What follows belongs to an exercise in optimizing a design on an open flow for small area; a production flow would make more cautious choices.
At most, simulation tests tie the RTL to the original design; equivalence was not proved.
Function not checked in runs 6 and 7: the RTL went through the layout flow alone.
Power figures rest on the tool's default switching activity, not on a simulated workload. The clock port is modelled as an ideal driver; clocking choices that lean on that would not hold on a real chip.

==> flow/design.v <==
module bp_scanner (
    input  wire        clk,
    input  wire        rst,            
    input  wire        scan_init,      
    input  wire        scan_tick,      
    input  wire [15:0] cols,           
    input  wire        hnd_key_down,   
    input  wire        hnd_key_up,     
    output reg  [3:0]  row_sel,        
    output reg         ev_valid,       
    output wire [3:0]  ev_row,         
    output wire [15:0] ev_down,        
    output reg  [15:0] ev_up           
);
    localparam ROWS = 16;
    localparam COLS = 16;
    localparam W    = 3 * COLS;
    localparam [2:0] S_U0 = 3'd6;
    localparam [2:0] S_U1 = 3'd2;
    localparam [2:0] S_U2 = 3'd0;
    localparam [2:0] S_U3 = 3'd1;
    localparam [2:0] S_D0 = 3'd3;
    localparam [2:0] S_D1 = 3'd5;
    localparam [2:0] S_D2 = 3'd4;
    localparam [2:0] S_DS = 3'd7;
    wire do_init = rst | scan_init;
    wire do_tick = scan_tick & ~do_init;
    reg  [ROWS*W-1:0] ring;
    wire [W-1:0] row_next;
    wire [COLS-1:0] up_vec;
    reg first_pass;
    always @(posedge clk) begin
        if (scan_tick)
            ring <= {row_next, ring[ROWS*W-1:W]};
    end
    genvar g;
    generate
        for (g = 0; g < COLS; g = g + 1) begin : g_col
            wire [2:0] k = ring[g*3 +: 3];
            wire       s = cols[g];
            reg  [2:0] nk;
            reg        up;
            always @(*) begin
                up = 1'b0;
                if (first_pass) begin
                    nk = s ? S_D0 : S_U0;
                end else begin
                    case (k)
                        S_U0: begin nk = s ? S_U1 : S_U0; end
                        S_U1: begin nk = s ? S_U2 : S_U0; end
                        S_U2: begin nk = s ? S_U3 : S_U0; end
                        S_U3: begin nk = s ? (hnd_key_down ? S_DS : S_D0) : S_U0; end
                        S_D0: begin nk = s ? S_D0 : S_D1; end
                        S_D1: begin nk = s ? S_D0 : S_D2; end
                        S_D2: begin nk = s ? S_D0 : S_U0; up = ~s; end
                        S_DS: begin nk = s ? S_D0 : S_D1; end
                        default: nk = S_U0;
                    endcase
                end
            end
            assign row_next[g*3 +: 3] = nk;
            assign up_vec[g] = up;
            assign ev_down[g] = (ring[(ROWS-1)*W + g*3 +: 3] == S_DS);
        end
    endgenerate
    assign ev_row = row_sel - 4'd1;
    always @(posedge clk) begin
        ev_up <= up_vec & {COLS{hnd_key_up}};
        if (do_init) begin
            row_sel    <= 4'd0;
            ev_valid   <= 1'b0;
            first_pass <= 1'b1;
        end else if (do_tick) begin
            row_sel    <= row_sel + 4'd1;
            ev_valid   <= 1'b1;
            if (row_sel == ROWS - 1)
                first_pass <= 1'b0;
        end else begin
            ev_valid   <= 1'b0;
        end
    end
endmodule
==> flow/flow/run.sh <==
#!/bin/bash
# Layout flow: the standard ORFS flow, with two changes passed to ORFS's
# own knobs:
#  - clock tree synthesis without dummy loads (they only balance the tree),
#    with larger sink clusters;
#  - port buffers of the smallest buffer cell.
# Each ORFS step writes its full log under orfs/logs/; the output of the
# whole run goes to flow.log here.
set -euo pipefail
cd "$(dirname "$0")/.."
export CTS_ARGS="-sink_clustering_enable -repair_clock_nets -dont_use_dummy_load -sink_clustering_size 32 -sink_clustering_max_diameter 150"
export BUFFER_PORTS_ARGS="-buffer_cell sky130_fd_sc_hd__buf_1"
bash standard.sh finish > flow.log 2>&1
==> flow/standard.sh <==
#!/bin/bash
# synth_recipe.tcl (not shown) runs the flow's synth.tcl, then flattens the netlist and writes it again
# the make line also repeats each setting of config.mk as NAME=value (left out here)
make -C /OpenROAD-flow-scripts/flow DESIGN_CONFIG=/design/flow/config.mk WORK_HOME=/design/flow/orfs CLKGATE_MAP_FILE= SYNTH_SCRIPT=/design/flow/synth_recipe.tcl "${@:-finish}"
==> flow/config.mk <==
export PLATFORM = sky130hd
export DESIGN_NAME = bp_scanner
export DESIGN_NICKNAME = bp_scanner
export VERILOG_FILES = /design/flow/design.v
export SDC_FILE = /design/flow/constraint.sdc
export NUM_CORES = 4
export LEC_CHECK = 0
export ABC_AREA = 1
export CAP_MARGIN = 20
export CORE_MARGIN = 2
export CORE_UTILIZATION = 40
export CTS_CLUSTER_DIAMETER = 100
export CTS_CLUSTER_SIZE = 30
export PLACE_DENSITY = 0.6
export SLEW_MARGIN = 20
==> flow/constraint.sdc <==
create_clock -name core_clock -period 8.0 [get_ports {clk}]
set_input_delay 1.6000 -clock core_clock [delete_from_list [all_inputs] [get_ports {clk}]]
set_output_delay 1.6000 -clock core_clock [all_outputs]
set_load 0.01 [all_outputs]
==> flow_results.org, run 1 <==
** Synth
- Synthesis instantiated 22 different standard cells from the library.
- Largest cells by area after synthesis :: sky130_fd_sc_hd__edfxtp_1 (93%), sky130_fd_sc_hd__dfxtp_1 (1.8%), sky130_fd_sc_hd__nand2_1 (1.1%)
- In this run the mean area of a mapped cell was 23.2 um2.
- For this run, the number of Yosys warnings is 1.
- Area of the mapped netlist :: 24800 um2
- The largest total area in the synthesized netlist belongs to sky130_fd_sc_hd__edfxtp_1.
- Of the synthesized area, sequential elements account for 94.7%.
- Synthesis produced 1070 cells.
- Number of register bits inferred by synthesis :: 790
- The number of nets handed over by synthesis was 1094.
- Top-area cell type share of the netlist area :: 93.0%

** CTS
- Clock latency on the worst-skew pair :: 0.60 ns
- In this run the post-CTS setup repair buffer count came out at 0.
- Post-CTS Hold Fix Bufs :: 0
- Clock tree root buffer cell :: sky130_fd_sc_hd__clkbuf_16
- Clock-pin slew reported for the worst setup and hold paths after clock tree synthesis :: 0.11 ns
- Worst-case clock buffer depth :: 3
- TritonCTS built the clock tree.
- CTS built an H-tree with a depth of 1.
- The number of clock buffers added by TritonCTS is 28.
- Clock tree synthesis found a total of 790 sinks.
- Gates resized during post-CTS repair numbered 0.

** STA
- For this run, the top clock speed supported by timing is 0.305 GHz.
- The clock period could shrink to 3.28 ns.
- Setup repair after global routing left no endpoint under its margin.
- Total negative slack for setup checks :: 0 ns
- Slew Limit Headroom :: 27.6%
- Tcrit/Tclk final :: 41.0%
- The number of failing hold endpoints at the final stage was 0.
- At the pin with the least slew margin, the transition time is 1.09 ns.
- Max-slew violation count :: 0
- Setup Viol. Count Final :: 0
- Final setup skew :: 0.0420 ns

** Critical path
- STA puts the critical path data arrival time at 3.50 ns.
- Of all nets on the critical path, the largest fanout is 62.
- Type of element launching the critical path :: input pin
- At the worst endpoint, the required time is 8.22 ns.
- Critical Path End Type :: register
- Worst Path Class, Setup :: input pin to register

** Hold path
- The path class of the tightest hold or removal check is register to register.

** Drt
- Before antenna repair, the detailed router went through 5 iterations.
- Vias per cell :: 4.72
- Dividing the detail-routed wire length by the instance count gives 17.0 um.
- In the routed design, unresolved DRC markers number 0.
- Summing over every cut layer, the via total after detailed routing is 9221.
- ANT nets after route :: 0
- Starting DRC count in detailed routing :: 1101
- After detailed routing, the total wire length is 33100 um.

** Final layout
- Diodes inserted :: 0
- Layout overhead on the synthesized area :: 8.04%
- Once layout is complete, the utilization of the core stands at 43.6%.
- In the final layout, the share of cells above drive strength 1 is 5.33%.
- Final #Nets :: 1189

** Pwr
- Dividing total power by cell area gives a power density of 247 nW/um2.
- Share of total power consumed by net switching :: 18.7%
- Internal power component :: 0.00538 W
- The design draws 0.00662 W.
- The clock network is responsible for 25.9% of the overall power.
- Combinational cells account for 1.9% of the total power.
- Max rail drop VDD :: 0.000161 V
- Registers are responsible for 72.3% of the overall power.
- The analysis attributes to net switching a power of 0.00124 W.
- The analysis attributes to cell leakage a power of 8.37 nW.

** Floorplan
- The floorplan has 91 rows.
- Floorplan die area :: 64000 um2
- In this run the standard cell core region covers 61500 um2.
- Horizontal die dimension :: 253 um
- Vertical extent of the die :: 253 um
- I/O pin count :: 63
- Once the floorplan was initialized, standard cells occupied 40.4% of the core.

** Placed design
- Weighted congestion at the end of routability-driven global placement :: 0.721
- Number of buffers inserted by port buffering :: 62
- Detailed placement ended at an HPWL of 17200 um.

** GRT
- Global-route wire length before repair :: 51000 um
- The initial antenna violation count was 2.
- The via count of the first global-routing pass came to 8795.
- Largest net degree at the start of global routing :: 204
- Overall Global Routing Usage :: 10.1%
- Summed over all layers, the global routing overflow is 0.

** Flow run
- Number of maximum-capacitance constraint violations :: 0

** Status
- The flow ran to the end and the layout has no timing, DRC or antenna violations.
-- worst max-delay path, stage by stage --
cell and delay (ns):
sky130_fd_sc_hd__clkbuf_4 0.59, sky130_fd_sc_hd__buf_4 0.55, sky130_fd_sc_hd__buf_4 0.68
-- cell usage after synthesis, drive strengths merged --
| cell | instances |
|---|---|
| a21oi | 2 |
| and3 | 16 |
| buf | 5 |
| dfxtp | 22 |
| edfxtp | 768 |
| ha | 2 |
| inv | 53 |
| nand2 | 70 |
| nand3 | 35 |
| nand3b | 2 |
| nor2 | 29 |
| nor3 | 14 |
| nor4 | 3 |
| o21ai | 18 |
| o22ai | 15 |
| or2 | 13 |
| xnor2 | 1 |
| xor2 | 2 |
-- cell families (layout without fill, tap and decap cells) --
group	Yosys count	after routing	share of synthesized area [%]
flops	790	790	94.7
xor+xnor	3	3	0.106
buf+inv	58	151	0.913
fa+ha+maj	2	2	0.101
simple gates	182	182	3.36
compound gates	35	35	0.782
-- metrics by stage --
step | cells | instance area [um2] | setup WS [ns] | hold WS, ns
final | 1953 | 26800 | 4.72 | 0.400
after floorplan | 1070 | 24800 | 5.41 | 0.400
after detailed placement | 1925 | 26100 | 4.03 | 0.405
after global routing | 1953 | 26800 | 4.58 | 0.406
after CTS | 1953 | 26800 | 4.70 | 0.405
after global placement | 1925 | 26100 | 4.14 | 0.401
-- flip-flops by register name, indices dropped and copies added, names as in the netlist --
signal	flops
ev_up	16
ev_valid	1
first_pass	1
ring	768
row_sel	4
-- path summary, 6_finish.rpt --
kind	from	endpoint	slack (ns)	cells past startpoint
worst min-delay path	ring[270]	ring[222]	0.40	0
worst max register to register	first_pass	ev_up[15]	5.68	3
worst min register to register	ring[270]	ring[222]	0.40	0
worst max-delay path	scan_tick	ring[96]	4.72	3
-- power by group through the flow --
stage	registers [W]	clock network (W)	logic, W
floorplan	0.00485	0	0.0000313
finish	0.00479	0.00171	0.000124
detailed placement	0.00488	0	0.000128
CTS	0.00479	0.00181	0.000128
global route	0.00480	0.00193	0.000141
global placement	0.00488	0	0.000122
-- layer usage --
layer | up-vias | wire [um] | share of wire, % | GRT usage [%]
li1 | 4254 | - | - | -
met1 | 4801 | 17000 | 51 | 16.1
met2 | 120 | 14300 | 43 | 14.5
met3 | 42 | 1180 | 3.6 | 1.70
met4 | 4 | 632 | 1.9 | 2.74
met5 | - | 27 | 0.081 | 0
-- cells in the final DEF (no fill, tap or decap), drive strengths merged --
master,instances
nor3,14
xor2,2
and3,16
nand2,70
o21ai,18
nand3,35
nor4,3
o22ai,15
clkbuf,29
buf,69
xnor2,1
nor2,29
dfxtp,22
ha,2
edfxtp,768
a21oi,2
inv,53
nand3b,2
or2,13
-- layout make-up --
class	instances	area (um2)
clock buffer	28	701
fill	5171	34700
inverter	53	199
sequential	790	23500
timing repair buffer	70	334
multi-input combinational	222	1080
tap	790	988
==> inputs of run 2 (changes only) <==
--- a/flow/flow/run.sh
+++ b/flow/flow/run.sh
@@ -8,6 +8,6 @@
 # whole run goes to flow.log here.
 set -euo pipefail
 cd "$(dirname "$0")/.."
-export CTS_ARGS="-sink_clustering_enable -repair_clock_nets -dont_use_dummy_load -sink_clustering_size 32 -sink_clustering_max_diameter 150"
+export CTS_ARGS="-sink_clustering_enable -repair_clock_nets -dont_use_dummy_load -sink_clustering_size 32 -sink_clustering_max_diameter 250 -balance_levels"
 export BUFFER_PORTS_ARGS="-buffer_cell sky130_fd_sc_hd__buf_1"
 bash standard.sh finish > flow.log 2>&1
==> run 2 against run 1 <==
Area after synthesis unchanged. Die area is the same. Critical path depth unchanged. Critical endpoint unchanged. Largest cell class unchanged.
==> flow_results.org, run 2 <==
** Synth
- Number of register bits inferred by synthesis :: 790
- Yosys instantiated no cell more often than sky130_fd_sc_hd__edfxtp_1.
- For this run, the register share of the synthesized area comes to 94.7%.
- Top-area cell type share of the netlist area :: 93.0%
- After synthesis the cells add up to 24800 um2.
- In the synthesized netlist the async set-or-reset flop fraction comes to 0%.
- Yosys mapped a number of flops with a built-in enable equal to 768.
- Largest cells by area after synthesis :: sky130_fd_sc_hd__edfxtp_1 (93%), sky130_fd_sc_hd__dfxtp_1 (1.8%), sky130_fd_sc_hd__nand2_1 (1.1%)
- Cells after synthesis :: 1070
- Post-synthesis area per instance :: 23.2 um2
- Counting instances in the post-synthesis netlist gives the leading cell types as sky130_fd_sc_hd__edfxtp_1 (768), sky130_fd_sc_hd__nand2_1 (70), sky130_fd_sc_hd__inv_1 (42).
- Count of unique library cells instantiated by Yosys :: 22
- The number of nets handed over by synthesis was 1094.
- Yosys Warn Count :: 1
- Cell taking the most area after synthesis :: sky130_fd_sc_hd__edfxtp_1
- Among all flip-flop cells after synthesis, the most frequent one is sky130_fd_sc_hd__edfxtp_1.

** Critical path
- STA puts the critical path data required time at 8.22 ns.
- The critical path ends at ring[96].
- Max Fanout on Critical Path :: 62
- The critical path starts at scan_tick.
- The worst register-to-register path has a setup slack of 5.68 ns.
- The worst register-to-register path ends at ev_up[15].
- The worst setup path is captured at a register.
- WP data arrival :: 3.50 ns
- Type of element launching the critical path :: input pin
- The critical path is of the input pin to register type.
- The number of cells on the worst reg-to-reg path is 3.
- Reg2reg start :: first_pass

** CTS
- TritonCTS built the clock tree.
- Clock tree root buffer cell :: sky130_fd_sc_hd__clkbuf_16
- The later pin in the worst-skew pair is clocked with a latency of 0.60 ns.
- Clock-pin slew was measured on the worst setup and hold paths at 0.11 ns.
- In this run, post-CTS repair resized a total of 0 instances.
- Worst-case clock buffer depth :: 3
- Clock net sink count :: 790
- CTS built an H-tree with a depth of 1.
- In this run, CTS created clock tree buffers numbering 28.
- Post-CTS Hold Fix Bufs :: 0
- Setup bufs post-CTS :: 0

** Floorplan
- Starting density of the core :: 40.4%
- The floorplan has 91 rows.
- From left edge to right edge, the die measures 253 um.
- Core area :: 61500 um2
- Vertical extent of the die :: 253 um
- The die covers 64000 um2.
- 63 I/O pins were placed.

** Drt
- Wire length per cell after detailed routing :: 17.0 um
- Overall routed net length :: 33100 um
- ANT nets after route :: 0
- Starting DRC count in detailed routing :: 1101
- For this block, the via count after detailed routing is 9221.
- DRT Pass-1 Iters :: 5
- After detailed routing, the number of remaining DRC violations is 0.
- Vias per cell :: 4.72

** STA
- Setup violations remaining at the end of the flow were counted as 0.
- The tightest hold path in the finished design has a slack of 0.400 ns.
- The number of failing hold endpoints at the final stage was 0.
- The final-report max-slew violation count came to 0.
- Slew Limit Headroom :: 27.6%
- Setup repair after global routing left no endpoint under its margin.
- Max Clock Freq :: 0.305 GHz
- For the final database, setup skew stands at 0.0420 ns.
- At the pin with the least slew margin, the transition time is 1.09 ns.
- For the finished layout, the period the worst path requires is 3.28 ns.
- Setup total negative slack on the finished layout was measured at 0 ns.
- Of the available clock period, the critical path in the final layout requires 41.0%.

** Final layout
- Layout overhead on the synthesized area :: 8.04%
- Leaving out filler cells and counting taps, the final layout contains 1953.
- Final core area utilization :: 43.6%
- Diodes inserted :: 0
- Largest regs :: ring: 768 flops, ev_up: 16 flops, row_sel: 4 flops
- Cells with a size suffix above 1 make up 5.33% of the layout.
- Final #Nets :: 1189
- Max FFs per register :: 768
- More flip-flops sit in one register than any other, and that register is ring.
- The top cell types in the final layout, fill and taps aside, are sky130_fd_sc_hd__edfxtp_1 (768), sky130_fd_sc_hd__nand2_1 (70), sky130_fd_sc_hd__buf_1 (61).
- FILL cells :: 5171
- The library cell used most frequently in the layout, excluding fill and tap cells, is sky130_fd_sc_hd__edfxtp_1.

** Flow run
- Number of maximum-capacitance constraint violations :: 0

** GRT
- Largest net degree at the start of global routing :: 204
- Global routing consumed, over all layers together, 10.1% of the routing resources.
- Vias in the first global route :: 8795
- The first global-routing pass estimated 51000 um of wire.
- The initial antenna violation count was 2.
- Remaining global-route overflow :: 0

** Placed design
- The congestion estimate from routability-driven global placement came to 0.721.
- The number of placed instances, taps included, is 1925.
- Number of buffers inserted by port buffering :: 62
- Half-perimeter wire length of the detailed placement result :: 17200 um

** Pwr
- Max rail drop VDD :: 0.000161 V
- Power Dens Cells :: 247 nW/um2
- Static Leak :: 8.37 nW

** Status
- The run finished with no timing, DRC or antenna violations.

** Hold path
- Worst hold path class :: register to register
- Hold-critical path depth :: 0
[run 2: cell counts after synthesis]
No cell type changed its count.
[run 2: cell type report]
cell class	count	area, um2	area share [%]
sequential	790	23500	87.7
multi-input combinational	222	1080	4.03
tap	790	988	3.69
clock buffer	28	701	2.61
timing repair buffer	70	334	1.25
inverter	53	199	0.742
[run 2: where the power goes]
group	internal, W	total [W]	switching (W)
logic	0.0000242	0.000124	0.000100
clock network	0.000633	0.00171	0.00108
registers	0.00473	0.00479	0.0000605
[run 2: per-stage QoR]
stage / power (W) / instance area [um2] / setup slack, ns
after floorplan: 0.00488 / 24800 / 5.41
after global placement: 0.00500 / 26100 / 4.14
after detailed placement: 0.00500 / 26100 / 4.03
after CTS: 0.00673 / 26800 / 4.70
after global routing: 0.00687 / 26800 / 4.58
final: 0.00662 / 26800 / 4.72
[run 2: logic make-up after synthesis]
| group | count (synthesis) | share of synthesized area [%] |
|---|---|---|
| flip-flops | 790 | 94.7 |
| AND/OR/NAND/NOR | 182 | 3.36 |
| buffers and inverters | 58 | 0.913 |
| AO/OA/AOI/OAI | 35 | 0.782 |
| XOR/XNOR | 3 | 0.106 |
| adder cells (fa/ha/maj) | 2 | 0.101 |
[run 2: critical path, stage by stage]
cell and delay [ns]:
sky130_fd_sc_hd__clkbuf_4 0.59, sky130_fd_sc_hd__buf_4 0.55, sky130_fd_sc_hd__buf_4 0.68
[run 2: how the worst min path moves through the flow]
stage,from,slack [ns],endpoint
CTS,ring[420],0.40,ring[372]
detailed placement,ring[175],0.40,ring[127]
finish,ring[270],0.40,ring[222]
global route,ring[324],0.41,ring[276]
floorplan,ring[48],0.40,ring[0]
global placement,ring[405],0.40,ring[357]
[run 2: routing by layer]
metal  vias to the layer above  wire length [um]  track usage [%]
li1                       4254                 -                -
met1                      4801             17000             16.1
met2                       120             14300             14.5
met3                        42              1180             1.70
met4                         4               632             2.74
met5                         -                27                0
==> inputs of run 3 (changes only) <==
--- a/flow/flow/run.sh
+++ b/flow/flow/run.sh
@@ -8,6 +8,6 @@
 # whole run goes to flow.log here.
 set -euo pipefail
 cd "$(dirname "$0")/.."
-export CTS_ARGS="-sink_clustering_enable -repair_clock_nets -dont_use_dummy_load -sink_clustering_size 32 -sink_clustering_max_diameter 250 -balance_levels"
+export CTS_ARGS="-sink_clustering_enable -repair_clock_nets -dont_use_dummy_load -sink_clustering_size 33 -sink_clustering_max_diameter 150"
 export BUFFER_PORTS_ARGS="-buffer_cell sky130_fd_sc_hd__buf_1"
 bash standard.sh finish > flow.log 2>&1
==> run 3 against run 2 <==
Still clean on timing, DRC and antenna. Maximum frequency fell by 0.18%. Die area did not move. Area after synthesis did not move. Count of clock-buffer cells in the layout fell by 1. First-iteration DRC count fell by 7.8%. Sequential power barely moved. Power fell by 0.59%. Largest cell class unchanged. Largest power group unchanged.
==> flow_results.org, run 3 <==
** Floorplan
- Horizontal die dimension :: 253 um
- Measured along the y axis, the die boundary spans 253 um.
- Core area :: 61500 um2
- Once the floorplan was initialized, standard cells occupied 40.4% of the core.
- Row cnt :: 91
- I/O pin count :: 63
- Floorplan die area :: 64000 um2

** Flow run
- Max-cap violations in this run came to 0.

** STA
- The final-report max-slew violation count is 0.
- Once routing completed, OpenROAD measured the worst setup slack at 4.72 ns.
- The number of failing hold endpoints at the final stage came to 0.
- Worst hold slack :: 0.416 ns
- Between clock sinks in the finished design, the worst skew comes to 0.0149 ns.
- Final critical delay including setup and external delays :: 3.28 ns
- Max Clock Freq :: 0.305 GHz
- After layout, the worst path uses 41.0% of the clock period.
- In the final timing run, aggregate negative setup slack is 0 ns.
- Setup repair after global routing left no endpoint under its margin.
- Setup Viol. Count Final :: 0
- Headroom to the max-slew limit came out at 27.2%.
- At the pin with the least slew margin, the transition time is 1.09 ns.

** Placed design
- Counting tap cells, the placed design contains a total of 1925 instances.
- Routability-driven placement finished with a final weighted congestion of 0.721.
- Summed over all nets, the half-perimeter wirelength after detailed placement is 17200 um.
- Placement-stage worst setup slack :: 4.03 ns
- Number of buffers inserted by port buffering :: 62

** Drt
- The routed layout has 9209 vias.
- Dividing the detail-routed wire length by the instance count gives 16.8 um.
- Dividing the detail-routed via count by the number of cells gives 4.72.
- ANT nets after route :: 0
- After detailed routing, the number of remaining DRC violations is 0.
- For this run, the detailed router's first-pass iteration total came to 5.
- Overall routed net length :: 32800 um
- Starting DRC count in detailed routing :: 1015

** Pwr
- In this run the static leakage power is 8.35 nW.
- Sequential cells burn 72.7% of the power.
- Dividing total power by cell area gives a power density of 246 nW/um2.
- Internal power component :: 0.00536 W
- Gate power share :: 1.9%
- Total power for the finished layout comes to 0.00658 W.
- In this run switching power makes up 18.5% of total power.
- Net switching power of the design :: 0.00122 W
- In this run, the clock network consumes 25.4% of the power.
- The worst-case IR drop observed on VDD is 0.000149 V.

** Critical path
- CP required :: 8.49 ns
- The critical path goes through clkbuf_4, buf_12, nand2_1, nor3_1, nor2_1.
- STA classifies the critical path endpoint as a register.
- WP data arrival :: 3.77 ns
- STA classifies the critical path startpoint as an input pin.
- For this run, the slowest stage of the critical path takes 0.70 ns.
- Critical-path top delay cell :: sky130_fd_sc_hd__buf_12
- Of all nets on the critical path, the largest fanout is 198.
- Worst Path Class, Setup :: input pin to register
- The worst register-to-register path has a setup slack of 5.65 ns.
- R2R Path End :: ev_up[15]
- The worst register-to-register path begins at first_pass.
- The worst register-to-register path has a depth of 3.

** CTS
- Gates resized during post-CTS repair numbered 0.
- TritonCTS clock tree :: yes
- Clock-pin slew reported for the worst setup and hold paths after clock tree synthesis :: 0.12 ns
- Clock latency on the worst-skew pair :: 0.58 ns
- The number of clock buffers added by TritonCTS is 27.
- Clock net sink count :: 790
- The cell sitting at the root of the clock tree is a sky130_fd_sc_hd__clkbuf_16.
- Buffers inserted to repair hold after CTS numbered 0.
- Worst-case clock buffer depth :: 3
- The number of setup buffers added after CTS is 0.
- In this run the number of H-tree levels came out at 1.

** Synth
- Largest cells by area after synthesis :: sky130_fd_sc_hd__edfxtp_1 (93%), sky130_fd_sc_hd__dfxtp_1 (1.8%), sky130_fd_sc_hd__nand2_1 (1.1%)
- Cell taking the most area after synthesis :: sky130_fd_sc_hd__edfxtp_1
- Dominant combinational cell family by area after synthesis :: simple AND/OR/NAND/NOR gates
- Top cells by instance count after synthesis :: sky130_fd_sc_hd__edfxtp_1 (768), sky130_fd_sc_hd__nand2_1 (70), sky130_fd_sc_hd__inv_1 (42)
- Of the total synthesized cell area, the portion taken by XOR and XNOR cells is 0.106%.
- Mux cell area share after synthesis :: 0%
- Synthesis produced a netlist with a net count of 1094.
- Yosys Warn Count :: 1
- Post-synthesis area per instance :: 23.2 um2
- Count of unique library cells instantiated by Yosys :: 22
- Number of enable-type register cells in the synthesized netlist :: 768
- Synthesis inferred 790 register bits.
- Synthesis handed over a netlist of 1070 instances.
- The synthesized netlist devotes 0.782% of its cell area to compound gates.
- Leading register cell type out of synthesis :: sky130_fd_sc_hd__edfxtp_1
- Of the synthesized area, sequential elements account for 94.7%.
- FFs w/ async S/R, synth :: 0%
- Summing the areas of all fa, ha and maj instances in the mapped netlist gives 0.101% of the synthesized area.
- By instance count, the leading cell after synthesis is sky130_fd_sc_hd__edfxtp_1.
- Summed over its instances, the top area cell type makes up 93.0% of the synthesized netlist area.
- In this run the cell area of the synthesized design comes to 24800 um2.
- Of the total synthesized cell area, the portion taken by AND, OR, NAND and NOR gates is 3.36%.

** Final layout
- The number of antenna diodes in the final layout is 0.
- Compared with the post-synthesis result, the final layout area differs by 7.94%.
- Reg area :: 23500 um2
- Most used cells in the layout excluding fill and tap cells :: sky130_fd_sc_hd__edfxtp_1 (768), sky130_fd_sc_hd__nand2_1 (70), sky130_fd_sc_hd__buf_1 (61)
- Largest regs :: ring: 768 flops, ev_up: 16 flops, row_sel: 4 flops
- Max FFs per register :: 768
- After the last flow step, the layout net total stands at 1188.
- Area of combinational cells with multiple inputs :: 1080 um2
- Of the cells placed in the final design, the portion with a size suffix greater than 1 is 5.25%.
- Final standard cell count with taps included and fillers excluded :: 1952
- Register with the most flip-flops :: ring
- FILL cells :: 5177
- Most common library cell in the layout ignoring fill and taps :: sky130_fd_sc_hd__edfxtp_1

** Hold path
- Along the worst hold path, the cell count comes to 0.
- The startpoint identified for the worst hold timing path is ring[284].
- Worst hold path class :: register to register
- Endpoint of the worst hold-timing path :: ring[236]

** Status
- Run status :: complete, no violations

** GRT
- The first global-routing pass estimated 50400 um of wire.
- Global routing consumed, over all layers together, 10.0% of the routing resources.
- The via count of the first global-routing pass was 8725.
- Remaining global-route overflow :: 0
- Entering global routing, the biggest net connects 204 pins.
- Antenna violations before repair :: 2
[run 3: cell type report]
| class | count | area share [%] |
|---|---|---|
| multi-input cells | 222 | 4.03 |
| flip-flops and latches | 790 | 87.8 |
| well taps | 790 | 3.69 |
| inverters | 53 | 0.743 |
| clock buffers | 27 | 2.52 |
| repair buffers | 70 | 1.25 |
[run 3: routing by layer]
| layer | global-route usage (%) | wire length, um | vias to the layer above |
|---|---|---|---|
| met5 | 0 | 27 | - |
| met4 | 2.60 | 592 | 4 |
| met3 | 1.56 | 1090 | 42 |
| met2 | 14.2 | 14100 | 120 |
| met1 | 16.1 | 16900 | 4786 |
| li1 | - | - | 4257 |
[run 3: worst max-delay path by stage]
stage | endpoint | slack [ns] | depth (start not counted) | startpoint
after detailed placement | ring[0] | 4.03 | 3 | scan_tick
final | row_sel[3] | 4.72 | 5 | scan_tick
after global placement | ring[145] | 4.14 | 3 | scan_tick
after global routing | ring[530] | 4.58 | 3 | scan_tick
after floorplan | ev_row[2] | 5.41 | 3 | row_sel[0]
after CTS | ev_row[1] | 4.70 | 4 | row_sel[0]
[run 3: logic make-up (layout without fill, tap and decap cells)]
group / Yosys count / in the layout
adders and majority gates: 2 / 2
buffers and inverters: 58 / 150
DFF: 790 / 790
and+or+nand+nor: 182 / 182
AOI/OAI and AO/OA: 35 / 35
xor gates and xnor gates: 3 / 3
[run 3: stage by stage]
step | util (%) | cell area, um2
after CTS | 43.6 | 26800
after global placement | 42.5 | 26100
final | 43.6 | 26800
after detailed placement | 42.5 | 26100
after floorplan | - | 24800
after global routing | 43.6 | 26800
[run 3: power by group through the flow]
stage / clock network [W] / registers [W] / logic [W]
final: 0.00167 / 0.00479 / 0.000124
after global routing: 0.00188 / 0.00480 / 0.000141
after CTS: 0.00177 / 0.00479 / 0.000128
after detailed placement: 0 / 0.00488 / 0.000128
after global placement: 0 / 0.00488 / 0.000122
after floorplan: 0 / 0.00485 / 0.0000313
[run 3: worst max-delay path, delay by kind of cell]
| kind | cells | cell delay (ns) |
|---|---|---|
| buffers and inverters | 2 | 1.29 |
| AND/OR/NAND/NOR | 3 | 0.57 |
==> inputs of run 4 (changes only) <==
--- a/flow/config.mk
+++ b/flow/config.mk
@@ -8,8 +8,8 @@
 export ABC_AREA = 1
 export CAP_MARGIN = 20
 export CORE_MARGIN = 2
-export CORE_UTILIZATION = 40
+export CORE_UTILIZATION = 55
 export CTS_CLUSTER_DIAMETER = 100
 export CTS_CLUSTER_SIZE = 30
-export PLACE_DENSITY = 0.6
+export PLACE_DENSITY = 0.75
 export SLEW_MARGIN = 20
==> run 4 against run 3 <==
Final cell count shrank 10%. Via count grew 0.85%. Routed wire length shrank 1.4%. Register-to-register slack gained 0.14 ns. Power shrank 0.13%. Combinational power is essentially flat. Critical path depth shrank 1. Utilization grew 16 points. Synthesized cell count is the same. Die area shrank 27%. Global-route usage grew 3.4 points. Flip-flop and latch count is the same. Largest cell class unchanged. Highest routed layer unchanged.
==> flow_results.org, run 4 <==
** Pwr
- Per report_power, the clock group accounts for 25.3% of the total.
- The internal portion of the total power is 0.00536 W.
- Net switching is 18.5% of the power.
- Of the total power, registers draw 72.8%.
- Overall power after layout :: 0.00657 W
- Static Leak :: 8.34 nW
- Gate power share :: 1.9%
- Net switching power of the design :: 0.00121 W
- Across the VDD grid, the largest voltage drop is 0.000129 V.
- Power spread over the standard cell area amounts to 248 nW/um2.

** Placed design
- In this run the cell area measured after placement is 25800 um2.
- The congestion estimate from routability-driven global placement came to 0.752.
- Number of buffers inserted by port buffering :: 62
- Half-perimeter wire length of the detailed placement result :: 17200 um

** Synth
- The most used flip-flop cell after synthesis is sky130_fd_sc_hd__edfxtp_1.
- Of the synthesized area, sequential elements account for 94.7%.
- Number of enable-type register cells in the synthesized netlist :: 768
- In the synthesized netlist the async set-or-reset flop fraction comes to 0%.
- Number of register bits inferred by synthesis :: 790
- After synthesis, the netlist uses 22 different library cells.
- Yosys Warn Count :: 1
- Dominant cell by count in the synthesized netlist :: sky130_fd_sc_hd__edfxtp_1
- Largest cells by area after synthesis :: sky130_fd_sc_hd__edfxtp_1 (93%), sky130_fd_sc_hd__dfxtp_1 (1.8%), sky130_fd_sc_hd__nand2_1 (1.1%)
- Top-area cell type share of the netlist area :: 93.0%
- Synthesis produced a netlist whose cell count is 1070.
- Syn Nets :: 1094
- Ranked by instance count, the synthesized netlist is headed by sky130_fd_sc_hd__edfxtp_1 (768), sky130_fd_sc_hd__nand2_1 (70), sky130_fd_sc_hd__inv_1 (42).
- Post-synthesis area per instance :: 23.2 um2
- The biggest area contributor in the post-synthesis netlist is sky130_fd_sc_hd__edfxtp_1.
- The synthesized netlist occupies a cell area of 24800 um2.

** STA
- Total negative slack for setup checks :: 0 ns
- Setup violations remaining at the end of the flow were counted as 0.
- Max-slew violation count :: 0
- On the final layout, the worst clock skew is 0.0318 ns.
- Slew Limit Headroom :: 26.6%
- Slew at the pin closest to its max-slew limit :: 1.10 ns
- The routed design could run at a clock period as short as 3.30 ns.
- RSZ-0062 raised after global routing :: no
- Max Clock Freq :: 0.303 GHz
- The number of failing hold endpoints at the final stage came to 0.
- Tcrit/Tclk final :: 41.2%

** Critical path
- The worst setup path is launched from a register.
- Worst Path Class, Setup :: register to output port
- The worst setup path is captured at an output port.
- Data arrives at the worst endpoint at 1.70 ns.
- Max Fanout on Critical Path :: 5
- Register-to-Register Setup Slack :: 5.79 ns
- CP required :: 6.40 ns

** Drt
- Wire length per cell after detailed routing :: 18.4 um
- After the first detailed-routing iteration, the DRC count stood at 1114.
- The routed design has 32300 um of wire.
- Residual DRC count :: 0
- Across all layers, the routed design uses 9287 vias.
- Vias per cell :: 5.30
- In this run the remaining antenna-violating nets after routing total 0.
- DRT Pass-1 Iters :: 6

** Final layout
- Largest regs :: ring: 768 flops, ev_up: 16 flops, row_sel: 4 flops
- The library cell used most frequently in the layout, excluding fill and tap cells, is sky130_fd_sc_hd__edfxtp_1.
- Reg area :: 23500 um2
- Final #Nets :: 1185
- Leaving out fill and tap cells, the most frequent cells in the layout are sky130_fd_sc_hd__edfxtp_1 (768), sky130_fd_sc_hd__nand2_1 (70), sky130_fd_sc_hd__buf_1 (61).
- In the final layout, the multi-input gates occupy 1080 um2.
- Of the cells placed in the final design, the portion with a size suffix greater than 1 is 5.00%.
- Layout overhead on the synthesized area :: 6.92%
- Once layout is complete, the utilization of the core stands at 59.7%.
- The register with the most flip-flops in the layout has 768 of them.
- Post-Layout Inst Area :: 26500 um2
- Counting the fill cells in the layout gives 2990.
- Register with the most flip-flops :: ring

** CTS
- In this run, post-CTS repair resized a total of 0 instances.
- Clock buffer count from CTS :: 27
- In this run, post-CTS hold repair placed 0 buffers.
- Worst-case clock buffer depth :: 3
- The root buffer cell chosen for the clock tree is sky130_fd_sc_hd__clkbuf_16.
- TritonCTS clock tree :: yes
- Clock latency on the worst-skew pair :: 0.60 ns
- Setup bufs post-CTS :: 0
- The clock net in this run drives a total of 790 sinks.
- Clock-pin slew reported for the worst setup and hold paths after clock tree synthesis :: 0.12 ns
- CTS built an H-tree with a depth of 1.

** Floorplan
- Row cnt :: 77
- 63 I/O pins were placed.
- Vertical extent of the die :: 216 um
- The initial utilization of the core area, before any placement, comes to 55.9%.
- In this run the standard cell core region covers 44400 um2.
- The die is 216 um wide.
- Floorplan die area :: 46800 um2

** GRT
- The first global-routing pass estimated 48300 um of wire.
- The initial antenna violation count came to 2.
- The via count of the first global-routing pass came to 8660.
- Entering global routing, the biggest net connects 207 pins.
- Global routing consumed, over all layers together, 13.4% of the routing resources.
- Global routing finished with a remaining overflow of 0.

** Status
- The run finished with no timing, DRC or antenna violations.

** Hold path
- Worst hold path class :: register to register

** Flow run
- The tool flagged a number of max-cap violations equal to 0.
==> run 4: cell counts after synthesis <==
No cell type changed its count.
==> run 4: routing by layer <==
| layer | wire length [um] | share of wire [%] | global-route usage [%] | vias up |
|---|---|---|---|---|
| met3 | 1410 | 4.4 | 1.81 | 46 |
| met1 | 16200 | 50 | 22.2 | 4783 |
| li1 | - | - | - | 4252 |
| met2 | 14000 | 43 | 18.7 | 204 |
| met4 | 659 | 2.0 | 4.11 | 2 |
| met5 | 16 | 0.050 | 0 | - |
==> run 4: layout make-up <==
type | count | area share (%)
inverters | 53 | 0.750
well taps | 592 | 2.79
repair buffers | 67 | 1.22
clock buffers | 27 | 2.55
multi-input cells | 222 | 4.07
diodes | 2 | 0.0189
flip-flops and latches | 790 | 88.6
==> run 4: power by group through the flow <==
stage / Sequential, W / Clock (W) / Combinational, W
3_5_place_dp: 0.00488 / 0 / 0.000128
5_1_grt: 0.00480 / 0.00184 / 0.000141
2_1_floorplan: 0.00485 / 0 / 0.0000313
3_3_place_gp: 0.00487 / 0 / 0.000120
4_1_cts: 0.00479 / 0.00173 / 0.000127
6_report: 0.00479 / 0.00166 / 0.000125
==> run 4: worst max-delay path, stage by stage (launching register included) <==
cell                      delay (ns)
sky130_fd_sc_hd__dfxtp_1        0.45
sky130_fd_sc_hd__inv_1          0.12
sky130_fd_sc_hd__ha_1           0.22
sky130_fd_sc_hd__xor2_1         0.15
sky130_fd_sc_hd__buf_1          0.18
==> run 4: metrics by stage <==
stage | setup WS [ns] | hold slack (ns) | std cells
after global placement | 4.47 | 0.400 | 1724
after global routing | 4.61 | 0.417 | 1752
after detailed placement | 4.37 | 0.405 | 1724
after floorplan | 5.41 | 0.400 | 1070
after CTS | 4.70 | 0.403 | 1751
final | 4.70 | 0.403 | 1753
==> run 4: cell families after synthesis <==
family	after synthesis	synth area share [%]
AOI/OAI and AO/OA	35	0.782
xor gates and xnor gates	3	0.106
adders and majority gates	2	0.101
buffers and inverters	58	0.913
DFF	790	94.7
and+or+nand+nor	182	3.36
==> run 4: path summary, 6_finish.rpt <==
kind                                 start        end  cells after the start
worst min-delay path             ring[189]  ring[141]                      0
worst max-delay path            row_sel[0]  ev_row[2]                      4
worst max register to register  first_pass   ev_up[7]                      3
worst min register to register   ring[189]  ring[141]                      0
==> inputs of run 5 (changes only) <==
--- a/flow/config.mk
+++ b/flow/config.mk
@@ -6,10 +6,10 @@
 export NUM_CORES = 4
 export LEC_CHECK = 0
 export ABC_AREA = 1
-export CAP_MARGIN = 20
+export CAP_MARGIN = 5
 export CORE_MARGIN = 2
-export CORE_UTILIZATION = 55
+export CORE_UTILIZATION = 40
 export CTS_CLUSTER_DIAMETER = 100
 export CTS_CLUSTER_SIZE = 30
-export PLACE_DENSITY = 0.75
-export SLEW_MARGIN = 20
+export PLACE_DENSITY = 0.6
+export SLEW_MARGIN = 5
==> run 5 against run 4 <==
Still clean on timing, DRC and antenna. Largest cell class unchanged. Highest routed layer unchanged. Maximum frequency up 0.39%. Via count down 0.84%. Worst hold slack better by 0.013 ns.
==> flow_results.org, run 5 <==
** Status
- Run status :: complete, no violations

** CTS
- After clock tree synthesis, the setup repair step added 0 buffers.
- H-tree levels :: 1
- After clock tree synthesis, the repair step resized 0 gates.
- CTS saw 790 sinks.
- TritonCTS clock tree :: yes
- The clock reaches the later pin of the worst-skew pair after 0.58 ns.
- In this run, post-CTS hold repair placed 0 buffers.
- Clock tree synthesis selected as its root buffer the cell sky130_fd_sc_hd__clkbuf_16.
- Clock tree synthesis inserted a total of 27 buffers.
- In this run the deepest clock path goes through 3 buffers.
- Clock-pin slew reported for the worst setup and hold paths after clock tree synthesis :: 0.12 ns

** Critical path
- Following the worst setup path forward leads to its endpoint at row_sel[3].
- Worst Path Class, Setup :: input pin to register
- CP required :: 8.49 ns
- Type of element launching the critical path :: input pin
- The critical path starts at scan_tick.
- Register-to-Register Setup Slack :: 5.65 ns
- The worst setup path is captured at a register.
- STA puts the critical path data arrival time at 3.77 ns.
- Number of cells on the worst reg-to-reg path :: 3
- R2R Path End :: ev_up[15]
- Reg2reg start :: first_pass
- Max Fanout on Critical Path :: 198

** GRT
- The initial antenna violation count came to 2.
- Overall Global Routing Usage :: 10.0%
- Remaining global-route overflow :: 0
- The via count of the first global-routing pass came to 8725.
- Largest net degree at the start of global routing :: 204
- Global-route wire length before repair :: 50400 um

** STA
- The number of failing hold endpoints at the final stage is 0.
- RSZ-0062 raised after global routing :: no
- After layout, the worst path uses 41.0% of the clock period.
- The worst pin sits at a relative slew slack of 27.2%.
- Max Clock Freq :: 0.305 GHz
- For the pin with the worst max-slew slack, the measured transition is 1.09 ns.
- Max-slew violation count :: 0
- Final setup skew :: 0.0149 ns
- Final critical delay including setup and external delays :: 3.28 ns
- After routing, the total negative slack on setup checks comes to 0 ns.
- Worst hold slack :: 0.416 ns
- Setup violations remaining at the end of the flow were counted as 0.

** Floorplan
- Row cnt :: 91
- Floorplan die area :: 64000 um2
- Core area :: 61500 um2
- Vertical extent of the die :: 253 um
- Horizontal die dimension :: 253 um
- I/O pin count :: 63
- For this configuration, the core starts out at a cell density of 40.4%.

** Synth
- Syn Nets :: 1094
- Leading register cell type out of synthesis :: sky130_fd_sc_hd__edfxtp_1
- Post-synthesis area per instance :: 23.2 um2
- Cell taking the most area after synthesis :: sky130_fd_sc_hd__edfxtp_1
- For this run, the number of Yosys warnings is 1.
- The top cell type by area accounts for 93.0% of the synthesized area.
- Area of the mapped netlist :: 24800 um2
- Sequential elements use 94.7% of the synthesized area.
- Among all cell types in the netlist, the one instantiated most often is sky130_fd_sc_hd__edfxtp_1.
- Largest cells by area after synthesis :: sky130_fd_sc_hd__edfxtp_1 (93%), sky130_fd_sc_hd__dfxtp_1 (1.8%), sky130_fd_sc_hd__nand2_1 (1.1%)
- Cells after synthesis :: 1070
- By count the netlist is led by sky130_fd_sc_hd__edfxtp_1 (768), sky130_fd_sc_hd__nand2_1 (70), sky130_fd_sc_hd__inv_1 (42).
- Counting flops with an async set or reset pin after synthesis yields a share of 0%.
- The synthesized design contains 768 enable-type register cells.
- Number of register bits inferred by synthesis :: 790
- In this run, distinct cell masters in the synthesized netlist total 22.

** Final layout
- Diodes inserted :: 0
- Register with the most flip-flops :: ring
- Largest regs :: ring: 768 flops, ev_up: 16 flops, row_sel: 4 flops
- The area growth from synthesis to layout is 7.94%.
- Fraction of layout instances using a drive strength above 1 :: 5.25%
- Final #Nets :: 1188
- The finished cells cover 26800 um2.
- The top cell types in the final layout, fill and taps aside, are sky130_fd_sc_hd__edfxtp_1 (768), sky130_fd_sc_hd__nand2_1 (70), sky130_fd_sc_hd__buf_1 (61).
- Most common library cell in the layout ignoring fill and taps :: sky130_fd_sc_hd__edfxtp_1
- The register with the most flip-flops in the layout has 768 of them.

** Pwr
- Power spread over the standard cell area amounts to 246 nW/um2.
- Static Leak :: 8.35 nW
- Clock power share :: 25.4%
- Net switching power of the design :: 0.00122 W
- The share of total power dissipated in sequential elements is 72.7%.
- Share of total power consumed by net switching :: 18.5%
- Internal power comes to 0.00536 W.
- In this run, the combinational gates consume 1.9% of the power.
- Max rail drop VDD :: 0.000149 V

** Flow run
- The tool flagged a number of max-cap violations equal to 0.

** Placed design
- Placed instance area :: 26100 um2
- Summed over all nets, the half-perimeter wirelength after detailed placement is 17200 um.
- Number of buffers inserted by port buffering :: 62
- Weighted congestion at the end of routability-driven global placement :: 0.721

** Drt
- The count of nets left with antenna violations once routing finished came out at 0.
- Starting DRC count in detailed routing :: 1015
- DRT Pass-1 Iters :: 5
- Overall routed net length :: 32800 um
- Using the TritonRoute via totals, the vias-per-cell ratio works out to 4.72.
- Via total after detailed routing :: 9209
- In the routed design, unresolved DRC markers number 0.
- In the final routed layout, each cell accounts on average for 16.8 um.

** Hold path
- The min-delay analysis places its worst path in the category register to register.
## run 5: cell counts after synthesis
Identical to the previous run, type by type.
## run 5: per-stage QoR
step / setup slack, ns / util, % / power, W / cells
after CTS: 4.70 / 43.6 / 0.00668 / 1952
after global routing: 4.58 / 43.6 / 0.00683 / 1952
final: 4.72 / 43.6 / 0.00658 / 1952
after global placement: 4.14 / 42.5 / 0.00500 / 1925
after floorplan: 5.41 / - / 0.00488 / 1070
after detailed placement: 4.03 / 42.5 / 0.00500 / 1925
## run 5: kinds of logic after synthesis
family | synth area share (%)
adders and majority gates | 0.101
AOI/OAI and AO/OA | 0.782
and+or+nand+nor | 3.36
buffers and inverters | 0.913
xor gates and xnor gates | 0.106
DFF | 94.7
## run 5: worst min path at each step
| stage | start | end | depth (start not counted) |
|---|---|---|---|
| 2_1_floorplan | ring[48] | ring[0] | 0 |
| 3_3_place_gp | ring[405] | ring[357] | 0 |
| 3_5_place_dp | ring[175] | ring[127] | 0 |
| 4_1_cts | ring[76] | ring[28] | 0 |
| 5_1_grt | ring[284] | ring[236] | 0 |
| 6_report | ring[284] | ring[236] | 0 |
## run 5: power by group through the flow
stage	combinational (W)	sequential [W]	clock [W]
4_1_cts	0.000128	0.00479	0.00177
3_3_place_gp	0.000122	0.00488	0
3_5_place_dp	0.000128	0.00488	0
6_report	0.000124	0.00479	0.00167
2_1_floorplan	0.0000313	0.00485	0
5_1_grt	0.000141	0.00480	0.00188
## run 5: cell type report
class / instances / area [um2]
clock buffer: 27 / 676
fill: 5177 / 34700
inverter: 53 / 199
sequential: 790 / 23500
timing repair buffer: 70 / 334
tap: 790 / 988
multi-input combinational: 222 / 1080
## run 5: routing by layer
| layer | part of all wire [%] | routed length (um) | vias up | GRT usage, % |
|---|---|---|---|---|
| met5 | 0.082 | 27 | - | 0 |
| met4 | 1.8 | 592 | 4 | 2.60 |
| met3 | 3.3 | 1090 | 42 | 1.56 |
| met2 | 43 | 14100 | 120 | 14.2 |
| met1 | 52 | 16900 | 4786 | 16.1 |
| li1 | - | - | 4257 | - |
## run 5: critical path: stages
cell and delay [ns]:
sky130_fd_sc_hd__clkbuf_4 0.59, sky130_fd_sc_hd__buf_12 0.70, sky130_fd_sc_hd__nand2_1 0.26, sky130_fd_sc_hd__nor3_1 0.23, sky130_fd_sc_hd__nor2_1 0.08
==> inputs of run 6 (changes only) <==
==> flow/design.v (replaced) <==
module bp_scanner (
    input  wire        clk,
    input  wire        rst,            
    input  wire        scan_init,      
    input  wire        scan_tick,      
    input  wire [15:0] cols,           
    input  wire        hnd_key_down,   
    input  wire        hnd_key_up,     
    output reg  [3:0]  row_sel,        
    output reg         ev_valid,       
    output wire [3:0]  ev_row,         
    output wire [15:0] ev_down,        
    output reg  [15:0] ev_up           
);
    localparam ROWS = 16;
    localparam COLS = 16;
    localparam W    = 3 * COLS;
    localparam [2:0] S_U0 = 3'd0;
    localparam [2:0] S_U1 = 3'd3;
    localparam [2:0] S_U2 = 3'd1;
    localparam [2:0] S_U3 = 3'd7;
    localparam [2:0] S_D0 = 3'd2;
    localparam [2:0] S_D1 = 3'd4;
    localparam [2:0] S_D2 = 3'd5;
    localparam [2:0] S_DS = 3'd6;
    wire do_init = rst | scan_init;
    wire do_tick = scan_tick & ~do_init;
    reg  [ROWS*W-1:0] ring;
    wire [W-1:0] row_next;
    wire [COLS-1:0] up_vec;
    reg first_pass;
    always @(posedge clk) begin
        if (scan_tick)
            ring <= {row_next, ring[ROWS*W-1:W]};
    end
    genvar g;
    generate
        for (g = 0; g < COLS; g = g + 1) begin : g_col
            wire [2:0] k = ring[g*3 +: 3];
            wire       s = cols[g];
            wire k0 = k[0], k1 = k[1], k2 = k[2];
            wire n2 = ~first_pass & (s ? (k0 & ((k1 & k2) ? hnd_key_down : (~k1 & ~k2)))
                                       : (~k0 & (k1 | k2)));
            wire n1 = s & (first_pass | k2 | ~k1 | ~k0);
            wire n0 = ~first_pass & (s ? (~k2 & (~k1 | k0)) : (k2 & ~k1 & ~k0));
            wire [2:0] nk = {n2, n1, n0};
            wire up = ~first_pass & ~s & k2 & ~k1 & k0;
            assign row_next[g*3 +: 3] = nk;
            assign up_vec[g] = up;
            assign ev_down[g] = (ring[(ROWS-1)*W + g*3 +: 3] == S_DS);
        end
    endgenerate
    assign ev_row = row_sel - 4'd1;
    always @(posedge clk) begin
        ev_up <= up_vec & {COLS{hnd_key_up}};
        if (do_init) begin
            row_sel    <= 4'd0;
            ev_valid   <= 1'b0;
            first_pass <= 1'b1;
        end else if (do_tick) begin
            row_sel    <= row_sel + 4'd1;
            ev_valid   <= 1'b1;
            if (row_sel == ROWS - 1)
                first_pass <= 1'b0;
        end else begin
            ev_valid   <= 1'b0;
        end
    end
endmodule
--- a/flow/flow/run.sh
+++ b/flow/flow/run.sh
@@ -8,6 +8,6 @@
 # whole run goes to flow.log here.
 set -euo pipefail
 cd "$(dirname "$0")/.."
-export CTS_ARGS="-sink_clustering_enable -repair_clock_nets -dont_use_dummy_load -sink_clustering_size 33 -sink_clustering_max_diameter 150"
+export CTS_ARGS="-sink_clustering_enable -repair_clock_nets -dont_use_dummy_load -sink_clustering_size 35 -sink_clustering_max_diameter 60"
 export BUFFER_PORTS_ARGS="-buffer_cell sky130_fd_sc_hd__buf_1"
 bash standard.sh finish > flow.log 2>&1
--- a/flow/config.mk
+++ b/flow/config.mk
@@ -6,10 +6,10 @@
 export NUM_CORES = 4
 export LEC_CHECK = 0
 export ABC_AREA = 1
-export CAP_MARGIN = 5
+export CAP_MARGIN = 20
 export CORE_MARGIN = 2
 export CORE_UTILIZATION = 40
 export CTS_CLUSTER_DIAMETER = 100
 export CTS_CLUSTER_SIZE = 30
 export PLACE_DENSITY = 0.6
-export SLEW_MARGIN = 5
+export SLEW_MARGIN = 20
==> run 6 against run 5 <==
Area after synthesis up 2.5%. Non-clock buffer count is 2 higher. Sequential power up 1%. Synthesized cell count up 9.3%. Worst hold slack worse by 0.053 ns. Power rose by 8.1%. Critical path type is now register to output port. Critical endpoint is now ev_row[1]. Register-to-register slack improved by 0.69 ns. Largest power group unchanged. First-iteration DRC count increased by 6.1%. Utilization is 0.62 points higher. Still clean. Routed wire length grew 11%.
==> flow_results.org, run 6 <==
** Critical path
- The critical path is of the register to output port type.
- WP data arrival :: 1.97 ns
- Number of cells on the worst reg-to-reg path :: 3
- Type of element launching the critical path :: register
- R2R Path End :: ring[763]
- Reg2reg start :: first_pass
- CP required :: 6.40 ns
- Setup slack on the worst reg-to-reg path comes out at 6.34 ns.
- In this run the worst path has a maximum fanout of 5.
- The worst setup path is captured at an output port.

** Final layout
- Largest regs :: ring: 768 flops, ev_up: 16 flops, row_sel: 4 flops
- Leaving out fill and tap cells, the most frequent cell in the layout is sky130_fd_sc_hd__edfxtp_1.
- Most used cells in the layout excluding fill and tap cells :: sky130_fd_sc_hd__edfxtp_1 (768), sky130_fd_sc_hd__nand2_1 (79), sky130_fd_sc_hd__inv_1 (72)
- Max FFs per register :: 768
- From synthesis to final layout, the design area changed by 9.43%.
- The register with the most flip-flops in the final layout is ring.
- Final #Nets :: 1303
- Final standard cell count with taps included and fillers excluded :: 2124
- The post-route netlist has 5.64% of its cells at a drive strength greater than 1.

** STA
- Tcrit/Tclk final :: 44.6%
- Across the routed clock network, the largest skew measured is 0.0570 ns.
- Setup repair after global routing left no endpoint under its margin.
- Slew at the pin closest to its max-slew limit :: 0.969 ns
- Measured against its own limit, the worst slew margin works out to 35.4%.
- Total negative slack for setup checks :: 0 ns
- The number of failing hold endpoints at the final stage came to 0.
- Hold is met by 0.362 ns.
- The final-report max-slew violation count was 0.
- Static timing analysis puts the maximum clock frequency at 0.280 GHz.
- Setup Viol. Count Final :: 0
- After layout, the worst setup slack is 4.43 ns.
- Final critical delay including setup and external delays :: 3.57 ns

** Drt
- Starting DRC count in detailed routing :: 1077
- ANT nets after route :: 0
- Via total after detailed routing :: 10035
- After detailed routing, the average wire length per cell comes to 17.1 um.
- The first detailed-routing pass ran for 5 iterations.
- Residual DRC count :: 0
- Vias per cell :: 4.72
- The final layout contains routed wiring with a total length of 36300 um.

** Floorplan
- Vertical extent of the die :: 256 um
- In this run the horizontal extent of the chip is 256 um.
- Core area :: 63000 um2
- For this design the top-level I/O count stands at 63.
- Row cnt :: 92
- Once the floorplan was initialized, standard cells occupied 40.4% of the core.
- The die covers 65600 um2.

** CTS
- Clock tree root buffer cell :: sky130_fd_sc_hd__clkbuf_16
- In this run the post-CTS setup repair buffer count came out at 0.
- The clock reaches the later pin of the worst-skew pair after 0.59 ns.
- After clock tree synthesis, the repair step resized 0 gates.
- After clock tree synthesis, the flow added hold-fix buffers numbering 0.
- Worst-case clock buffer depth :: 3
- Clock-pin slew reported for the worst setup and hold paths after clock tree synthesis :: 0.10 ns
- The number of clock buffers added by TritonCTS is 43.
- The clock tree synthesis step divided the H-tree into 2 levels.
- TritonCTS clock tree :: yes
- For this design, the sink count on the clock tree is 790.

** GRT
- Entering global routing, the biggest net connects 186 pins.
- Overall Global Routing Usage :: 10.8%
- The initial antenna violation count came to 1.
- Remaining global-route overflow :: 0
- Global-route wire length before repair :: 55300 um
- The via count of the first global-routing pass came to 9735.

** Synth
- Counting flops with a built-in enable in the synthesized netlist gives 768.
- Counting every instance in the synthesized netlist gives 1170.
- The number of nets in the synthesized netlist is 1194.
- For this run, the number of Yosys warnings is 1.
- After synthesis, the share of flip-flops with an asynchronous set or reset is 0%.
- Area of the mapped netlist :: 25400 um2
- The most used flip-flop cell after synthesis is sky130_fd_sc_hd__edfxtp_1.
- In the synthesized netlist, the cells that appear most often are sky130_fd_sc_hd__edfxtp_1 (768), sky130_fd_sc_hd__nand2_1 (79), sky130_fd_sc_hd__inv_1 (72).
- Dominant cell by count in the synthesized netlist :: sky130_fd_sc_hd__edfxtp_1
- Of the synthesized area, sequential elements account for 92.5%.
- Cell taking the most area after synthesis :: sky130_fd_sc_hd__edfxtp_1
- In the post-synthesis netlist, the biggest area contributors are sky130_fd_sc_hd__edfxtp_1 (91%), sky130_fd_sc_hd__dfxtp_1 (1.7%), sky130_fd_sc_hd__nand2_1 (1.2%).
- Top-area cell type share of the netlist area :: 90.7%
- The average instance in the mapped netlist occupies 21.7 um2.
- Counting flops and latches in the post-synthesis netlist gives 790.
- After synthesis, the netlist uses 25 different library cells.

** Placed design
- In this run, placement finished with an instance count of 2080.
- After legalization and detailed placement, the total HPWL measured 18600 um.
- During placement, the flow inserted port buffers numbering 62.
- At the end of routability-driven placement, the weighted congestion stood at 0.716.
- Timing analysis after detailed placement gives a worst setup slack of 4.34 ns.

** Pwr
- IR analysis of the VDD net gives a maximum drop of 0.000167 V.
- Static Leak :: 9.33 nW
- Internal power component :: 0.00576 W
- Power spread over the standard cell area amounts to 256 nW/um2.
- Gate power share :: 2.1%
- Net switching power of the design :: 0.00135 W
- Per report_power, the sequential group accounts for 68.2% of the total.
- Clock power share :: 29.7%
- Share of total power consumed by net switching :: 19.0%

** Hold path
- The path class of the tightest hold or removal check is register to register.
- Counting instances, the worst hold path has a depth of 0.
- The worst hold path begins at ring[104].
- The path with the worst hold slack has its endpoint at ring[56].

** Flow run
- Max-cap violations in this run came to 0.

** Status
- The run finished with no timing, DRC or antenna violations.
[run 6: final cells by class]
cell class              count  area [um2]
well taps                 846        1060
clock buffers              43        1080
multi-input cells         299        1550
flip-flops and latches    790       23500
fillers                  5308       35200
inverters                  73         279
repair buffers             72         349
diodes                      1        2.50
[run 6: how the worst max path moves through the flow]
stage	startpoint	endpoint	depth (start not counted)
global route	row_sel[1]	ev_row[1]	4
finish	row_sel[0]	ev_row[1]	4
CTS	row_sel[0]	ev_row[1]	4
global placement	scan_tick	row_sel[3]	7
floorplan	row_sel[0]	ev_row[2]	3
detailed placement	scan_tick	row_sel[3]	7
[run 6: logic make-up after synthesis]
family                     after synthesis  share of synthesized area, %
DFF                                    790                          92.5
and+or+nand+nor                        181                          3.16
AOI/OAI and AO/OA                      114                          2.76
buffers and inverters                   81                          1.45
xor gates and xnor gates                 2                        0.0689
adders and majority gates                2                        0.0984
[run 6: metal layers]
| layer | part of all wire (%) | wire, um | global-route usage [%] |
|---|---|---|---|
| met1 | 51 | 18500 | 16.3 |
| met2 | 41 | 14800 | 14.6 |
| met3 | 4.9 | 1790 | 2.87 |
| met4 | 3.3 | 1200 | 4.55 |
| met5 | 0 | 0 | 0 |
[run 6: worst max-delay path, cell delays in order, from the launching register on]
cell	delay, ns
sky130_fd_sc_hd__dfxtp_1	0.39
sky130_fd_sc_hd__inv_1	0.12
sky130_fd_sc_hd__ha_1	0.30
sky130_fd_sc_hd__inv_1	0.07
sky130_fd_sc_hd__buf_1	0.53
[run 6: power by group through the flow]
stage	combinational, W	clock (W)	sequential [W]
2_1_floorplan	0.0000450	0	0.00491
3_3_place_gp	0.000140	0	0.00494
3_5_place_dp	0.000149	0	0.00494
4_1_cts	0.000149	0.00224	0.00486
5_1_grt	0.000165	0.00236	0.00488
6_report	0.000146	0.00211	0.00485
[run 6: stage by stage]
step / util, % / instance area [um2] / total power [W]
after floorplan: - / 25400 / 0.00496
after global placement: 42.5 / 26700 / 0.00508
after detailed placement: 42.5 / 26700 / 0.00509
after CTS: 44.2 / 27800 / 0.00724
after global routing: 44.2 / 27800 / 0.00740
final: 44.2 / 27800 / 0.00711
==> inputs of run 7 (changes only) <==
--- a/flow/flow/run.sh
+++ b/flow/flow/run.sh
@@ -8,6 +8,6 @@
 # whole run goes to flow.log here.
 set -euo pipefail
 cd "$(dirname "$0")/.."
-export CTS_ARGS="-sink_clustering_enable -repair_clock_nets -dont_use_dummy_load -sink_clustering_size 35 -sink_clustering_max_diameter 60"
+export CTS_ARGS="-sink_clustering_enable -repair_clock_nets -dont_use_dummy_load -sink_clustering_size 34 -sink_clustering_max_diameter 150"
 export BUFFER_PORTS_ARGS="-buffer_cell sky130_fd_sc_hd__buf_1"
 bash standard.sh finish > flow.log 2>&1
==> run 7 against run 6 <==
Non-clock buffer count did not move. Sequential share of layout area rose by 1.2 points. Worst hold slack improved by 0.0090 ns. Routed wire length fell by 1.3%.
==> flow_results.org, run 7 <==
** Drt
- For this run, design rule violations remaining after detail routing come to 0.
- After detailed routing, the number of vias per cell comes to 4.72.
- Wire length per cell after detailed routing :: 17.0 um
- The detailed router finished its first iteration with 1130 violations.
- The detail route stage leaves a number of antenna-violating nets equal to 0.
- DRT Pass-1 Iters :: 5
- Overall routed net length :: 35800 um
- Via total after detailed routing :: 9947

** GRT
- Overall Global Routing Usage :: 10.5%
- The first global-routing pass estimated 54600 um of wire.
- Antenna violations before repair :: 1
- Remaining global-route overflow :: 0
- For this run, global-route usage on met2 was measured as 14.5%.
- The via count of the first global-routing pass came to 9598.
- Global routing usage on met1 :: 16.4%
- Most used routing layer :: met1
- For met3 alone, demand over resource in global routing was 2.53%.
- Largest net degree at the start of global routing :: 186

** CTS
- The clock reaches the later pin of the worst-skew pair after 0.59 ns.
- CTS built an H-tree with a depth of 1.
- TritonCTS built the clock tree.
- The clock net in this run drives a total of 790 sinks.
- Post-CTS Hold Fix Bufs :: 0
- Gates resized during post-CTS repair numbered 0.
- CTS placed an instance of sky130_fd_sc_hd__clkbuf_16 at the clock tree root.
- Clock-pin slew was measured on the worst setup and hold paths at 0.11 ns.
- Setup bufs post-CTS :: 0
- Worst-case clock buffer depth :: 3
- Counting the buffers created by CTS gives 27.

** Final layout
- Final standard cell count with taps included and fillers excluded :: 2108
- In the final layout, the multi-input gates occupy 1550 um2.
- Ranked by flip-flop count, first place goes to ring.
- For this run, the post-layout net count is 1287.
- The layout has 5343 filler cells.
- The register with the most flip-flops in the layout has 768 of them.
- Fraction of layout instances using a drive strength above 1 :: 4.44%
- The library cells used most frequently in the layout, excluding fill and tap cells, are sky130_fd_sc_hd__edfxtp_1 (768), sky130_fd_sc_hd__nand2_1 (79), sky130_fd_sc_hd__inv_1 (72).
- Layout overhead on the synthesized area :: 7.86%
- Most common library cell in the layout ignoring fill and taps :: sky130_fd_sc_hd__edfxtp_1
- In the final layout, the registers with the most flip-flops are ring: 768 flops, ev_up: 16 flops, row_sel: 4 flops.
- In the final layout, flip-flops and latches occupy 23500 um2.

** Floorplan
- Floorplan die area :: 65600 um2
- 63 I/O pins were placed.
- Row cnt :: 92
- Measured along the x axis, the die boundary spans 256 um.
- The core region is 63000 um2.
- The floorplan step set the die height to 256 um.
- The initial utilization of the core area, before any placement, comes to 40.4%.

** Pwr
- In this run the power density over the cells is 244 nW/um2.
- Internal power component :: 0.00542 W
- For this design the static power due to leakage is 9.14 nW.
- Power share of the sequential group :: 72.6%
- Net switching power of the design :: 0.00127 W
- Gate power share :: 2.2%
- Net switching is 19.0% of the power.
- Overall power after layout :: 0.00669 W
- Clock power share :: 25.2%
- Max rail drop VDD :: 0.000155 V

** Flow run
- Number of maximum-capacitance constraint violations :: 0

** Critical path
- Data on the critical path arrives at its endpoint at 2.01 ns.
- Worst Path Class, Setup :: register to output port
- The critical path runs through a total of 4 cells.
- Launching element of the worst setup path :: row_sel[0]
- Cell breakdown of the critical path :: inv_1, ha_1, inv_1, buf_1
- The cell family contributing the most delay on the critical path is buffers and inverters.
- STA classifies the critical path startpoint as a register.
- Crit-path most repeated cell :: sky130_fd_sc_hd__inv_1
- Buffers & Inverters on Critical Path :: 3
- In this design, the stage delay of the slowest critical-path cell is 0.52 ns.
- On the critical path, the stage with the largest delay is an instance of sky130_fd_sc_hd__buf_1.
- Reg2reg start :: first_pass
- In this run the worst path has a maximum fanout of 5.
- STA classifies the critical path endpoint as an output port.
- Counting cells, the worst reg-to-reg path comes to 3.
- CP required :: 6.40 ns

** Status
- Run status :: complete, no violations

** STA
- Setup violations remaining at the end of the flow were counted as 0.
- The smallest clock period supported by the final layout is computed as 3.61 ns.
- Across the routed clock network, the largest skew measured is 0.0429 ns.
- Max-slew violation count :: 0
- The number of failing hold endpoints at the final stage was 0.
- RSZ-0062 raised after global routing :: no
- Max Clock Freq :: 0.277 GHz
- Setup total negative slack on the finished layout was measured at 0 ns.
- Slew Limit Headroom :: 34.1%
- Setup slack closes at 4.39 ns.
- After layout, the worst path uses 45.1% of the clock period.
- At the pin with the least slew margin, the transition time is 0.988 ns.

** Placed design
- In this run the tool buffered the top-level ports with 62 buffer cells.
- Summed over all nets, the half-perimeter wirelength after detailed placement is 18600 um.
- Placement-stage worst setup slack :: 4.34 ns
- Weighted congestion at the end of routability-driven global placement :: 0.716
- In this run, placement finished with an instance count of 2080.

** Synth
- Dominant cell by count in the synthesized netlist :: sky130_fd_sc_hd__edfxtp_1
- Leading register cell type out of synthesis :: sky130_fd_sc_hd__edfxtp_1
- The cell area that synthesis handed to floorplanning was 25400 um2.
- Count of unique library cells instantiated by Yosys :: 25
- After technology mapping, the gate count stands at 1170.
- Yosys Warn Count :: 1
- The top cell type by area accounts for 90.7% of the synthesized area.
- Number of enable-type register cells in the synthesized netlist :: 768
- Top cells by instance count after synthesis :: sky130_fd_sc_hd__edfxtp_1 (768), sky130_fd_sc_hd__nand2_1 (79), sky130_fd_sc_hd__inv_1 (72)
- Syn Nets :: 1194
- Largest cells by area after synthesis :: sky130_fd_sc_hd__edfxtp_1 (91%), sky130_fd_sc_hd__dfxtp_1 (1.7%), sky130_fd_sc_hd__nand2_1 (1.2%)
- After synthesis the netlist holds a flip-flop and latch count of 790.
- Cell taking the most area after synthesis :: sky130_fd_sc_hd__edfxtp_1
- Post-synthesis area per instance :: 21.7 um2
- After synthesis, flip-flops and latches occupy 92.5% of the total area.
- In the synthesized netlist the async set-or-reset flop fraction comes to 0%.

** Hold path
- The min-delay analysis places its worst path in the category register to register.
- The worst hold path passes through 0 cells.
- The worst hold path begins at ring[710].
==> run 7: cell counts after synthesis <==
No cell type changed its count.
==> run 7: cells by family (layout without fill, tap and decap cells) <==
family	Yosys count	after routing	share of synthesized area, %
flops	790	790	92.5
simple gates	181	181	3.16
compound gates	114	114	2.76
buf+inv	81	172	1.45
fa+ha+maj	2	2	0.0984
xor+xnor	2	2	0.0689
other cells	0	1	0
==> run 7: layer usage <==
metal	share of wire, %	up-vias	wire length (um)
li1	-	4610	-
met1	51	5097	18200
met2	41	186	14800
met3	4.9	54	1770
met4	2.8	0	989
met5	0	-	0
==> run 7: area by class of cell <==
class                      instances  share of cell area (%)
tap                              846                    3.86
clock buffer                      27                    2.46
multi-input combinational        299                    5.64
sequential                       790                    85.7
timing repair buffer              72                    1.27
antenna                            1                 0.00913
inverter                          73                    1.02
==> run 7: metrics by stage <==
stage	area (um2)	hold WS, ns	util [%]
CTS	27400	0.372	43.5
detailed placement	26700	0.405	42.5
global route	27400	0.380	43.5
finish	27400	0.371	43.5
floorplan	25400	0.400	-
global placement	26700	0.400	42.5
==> run 7: final timing paths <==
kind	endpoint	slack, ns
min reg2reg	ring[662]	0.37
min	ring[662]	0.37
max	ev_row[1]	4.39
max reg2reg	ring[763]	6.36
==> run 7: power groups by stage <==
stage	sequential (W)	combinational, W	clock, W
6_report	0.00485	0.000146	0.00169
5_1_grt	0.00488	0.000165	0.00191
4_1_cts	0.00486	0.000149	0.00179
3_5_place_dp	0.00494	0.000149	0
3_3_place_gp	0.00494	0.000140	0
2_1_floorplan	0.00491	0.0000450	0

==> re-timing with driven ports <==
Ports are ideal in the flow. The routed layouts listed here were re-timed in OpenROAD. Step 1 assumes that a clkbuf_16 drives the clock port and a buf_2 every other input. Step 2 also shifts input and output timing later by t, the mid clock arrival at the registers, as if the neighbouring blocks saw the same clock. a / b / c = no drivers / after step 1 / after step 2; a / b = the first two.
| run | t (ns) | setup WS [ns] | worst register clock-pin slew, ns | worst slew at a driven data input, ns | pins driven straight from the clock port |
|---|---|---|---|---|---|
| run 1 | 0.636 | 4.723 / 4.673 / 4.111 | 0.12 / 0.12 | 0.07 | 1 |
| run 2 | 0.636 | 4.723 / 4.673 / 4.111 | 0.12 / 0.12 | 0.07 | 1 |
| run 3 | 0.632 | 4.717 / 4.682 / 4.109 | 0.12 / 0.12 | 0.07 | 1 |
| run 4 | 0.633 | 4.704 / 4.654 / 4.343 | 0.12 / 0.12 | 0.08 | 1 |
| run 5 | 0.632 | 4.717 / 4.682 / 4.109 | 0.12 / 0.12 | 0.07 | 1 |
| run 6 | 0.627 | 4.432 / 4.375 / 4.315 | 0.11 / 0.11 | 0.06 | 1 |
| run 7 | 0.624 | 4.389 / 4.333 / 4.381 | 0.12 / 0.12 | 0.07 | 1 |
After both steps every run listed still meets setup and hold.
